This is an optimization exercise on Yosys and OpenROAD, whose aim is small area, a short achievable clock period and few clock cycles per item, not a production implementation.
Only simulation tests tie the RTL to the original design; equivalence was not proved.

## npnz_engine
module npnz_engine (
    input             clk,
    input             rst,           
    input             cmd_valid,
    output            cmd_ready,
    input      [31:0] cmd_data,
    output            rsp_valid,
    output     [31:0] rsp_data,
    output            mem_req,
    output            mem_we,
    output     [15:0] mem_addr,
    output     [15:0] mem_wdata,
    input             mem_ack,
    input      [15:0] mem_rdata
);
    localparam [3:0] OP_NOP    = 4'h0;
    localparam [3:0] OP_EVAL   = 4'h1;
    localparam [3:0] OP_EVALF  = 4'h2;
    localparam [3:0] OP_RSTH   = 4'h3;
    localparam [3:0] OP_CONFIG = 4'h4;
    localparam [3:0] OP_RDREG  = 4'h5;
    localparam [3:0] OP_WRREG  = 4'h6;
    localparam [3:0] RC_OK       = 4'd0;
    localparam [3:0] RC_ILLEGAL  = 4'd1;
    localparam [3:0] RC_ADDR     = 4'd2;
    localparam [3:0] RC_ACCESS   = 4'd3;
    localparam [3:0] RC_NOTCFG   = 4'd4;
    localparam [3:0] RC_CFGLEN   = 4'd5;
    localparam [3:0] RC_CFGBOUND = 4'd6;
    localparam [3:0] S_IDLE = 4'd0;
  ...
Size: about 5700 cells after synthesis, roughly 57000 um^2 of cells after synthesis.
clock: 13.0 ns
lec_check: 0
cap_margin: 20
core_margin: 2
core_utilization: 60
min_routing_layer: met1
place_density: 0.75
setup_slack_margin: 5
slew_margin: 20
synth_hierarchical: 1
synth_minimum_keep_size: 0
run.sh (not shown) runs the stock make flow with config.mk's settings and CLKGATE_MAP_FILE= SYNTH_SCRIPT=/design/flow/synth_recipe.tcl, a recipe that flattens the netlist after the stock synthesis.
Testbench counts at the start, summed over its fixed seeds: cycles 19,624, items 3,352.
Edit:
Settings changed: CTS_CLUSTER_DIAMETER from default to 70, CTS_CLUSTER_SIZE from default to 24.
Area after synthesis is unchanged.
Setup slack is worse by 0.034 ns.
Final cell count falls by about 0.7%.
Hold slack is better by 0.0058 ns.
Maximum frequency falls by 0.43%.
Critical path depth stays the same.
Global-route usage falls by 0.38 points.

---

Another version of the RTL of npnz_engine (not shown whole).
Size in the first run: ~670 flip-flops.
export LEC_CHECK = 0
export CAP_MARGIN = 20
export CORE_MARGIN = 2
export CORE_UTILIZATION = 60
export CTS_BUF_LIST = sky130_fd_sc_hd__clkbuf_8 sky130_fd_sc_hd__clkbuf_16
export CTS_CLUSTER_DIAMETER = 80
export CTS_CLUSTER_SIZE = 25
export MIN_ROUTING_LAYER = met1
export PLACE_DENSITY = 0.75
export SETUP_SLACK_MARGIN = 5
export SLEW_MARGIN = 20
export SYNTH_HIERARCHICAL = 1
export SYNTH_MINIMUM_KEEP_SIZE = 0
create_clock -name core_clock -period 13.0 [get_ports {clk}]
Testbench counts at the start, summed over its fixed seeds: cycles 19,624, items 3,352.
Edit:
- CTS_BUF_LIST: sky130_fd_sc_hd__clkbuf_8 sky130_fd_sc_hd__clkbuf_16 -> unset
- CTS_CLUSTER_DIAMETER: 80 -> unset
- CTS_CLUSTER_SIZE: 25 -> unset
=> Sequential cell count stays the same; worst setup slack improves by 0.065 ns; global-route usage rose by 0.22 points; via count rose by 0.72%; synthesized area does not change; die area stays the same.

---

Another version of the RTL of npnz_engine (not shown whole).
For scale: ~670 flip-flops, roughly 120 I/O pins.
// npnz_engine
module npnz_engine (
    input             clk,
    input             rst,           
    input             cmd_valid,
    output            cmd_ready,
    input      [31:0] cmd_data,
    output            rsp_valid,
    output     [31:0] rsp_data,
    output            mem_req,
    output            mem_we,
    output     [15:0] mem_addr,
    output     [15:0] mem_wdata,
    input             mem_ack,
    input      [15:0] mem_rdata
);
Settings: LEC_CHECK=0, CAP_MARGIN=20, CORE_MARGIN=2, CORE_UTILIZATION=65, MIN_ROUTING_LAYER=met1, PLACE_DENSITY=0.8, SETUP_SLACK_MARGIN=5, SLEW_MARGIN=20, SYNTH_HIERARCHICAL=1, SYNTH_MINIMUM_KEEP_SIZE=0; clock period 13.0 ns.
The first run produced a clean layout.
Testbench counts at the start, summed over its fixed seeds: cycles 19,624, items 3,352.
Edit:
- CORE_UTILIZATION: 65 -> 60
- PLACE_DENSITY: 0.8 -> 0.75
After rerunning: Core utilization falls by 6.1 points. Flip-flop and latch count stays the same. Wire length falls by 2.5%. Area after synthesis stays the same. Global-route usage falls by 5.4 points. Final area hardly moves.

## what the ideal ports hide
In the flow no input, the clock included, has a driving cell. The finished layouts below were timed again as built, in two steps. Step 1: set_driving_cell puts a clkbuf_16 on clk and a buf_2 on each other input, an assumption about the parent block. Step 2 moves the port delays by t, midway between the first and last clock arrival at a register: inputs arrive t later, outputs are due t later. That takes back most of the time a late clock gives input paths. Three values: ideal, step 1, step 2; two values: the first two.
| run | t (ns) | slack for setup (ns) | hold WS [ns] | clock arrival spread, ns | worst slew at a driven data input, ns |
|---|---|---|---|---|---|
| the first run of note 1 | 0.752 | 5.000 / 4.923 / 4.377 | 0.469 / 0.469 / 0.469 | 0.041 / 0.041 | 0.05 |
| the second run of note 1 | 0.766 | 4.966 / 4.886 / 4.455 | 0.474 / 0.474 / 0.474 | 0.045 / 0.045 | 0.04 |
| the first run of note 2 | 0.766 | 4.983 / 4.957 / 4.364 | 0.466 / 0.466 / 0.466 | 0.070 / 0.071 | 0.05 |
| the second run of note 2 | 0.764 | 5.047 / 4.968 / 4.476 | 0.461 / 0.461 / 0.461 | 0.085 / 0.085 | 0.05 |
| the first run of note 3 | 0.758 | 4.833 / 4.833 / 4.380 | 0.471 / 0.471 / 0.471 | 0.090 / 0.089 | 0.04 |
| the second run of note 3 | 0.758 | 5.000 / 4.921 / 4.459 | 0.459 / 0.459 / 0.459 | 0.098 / 0.098 | 0.04 |
After both steps every run listed still meets setup and hold. The setup slack of the first run of note 1, which loses most, moves by -0.077 ns with the drivers and by -0.623 ns with both steps.
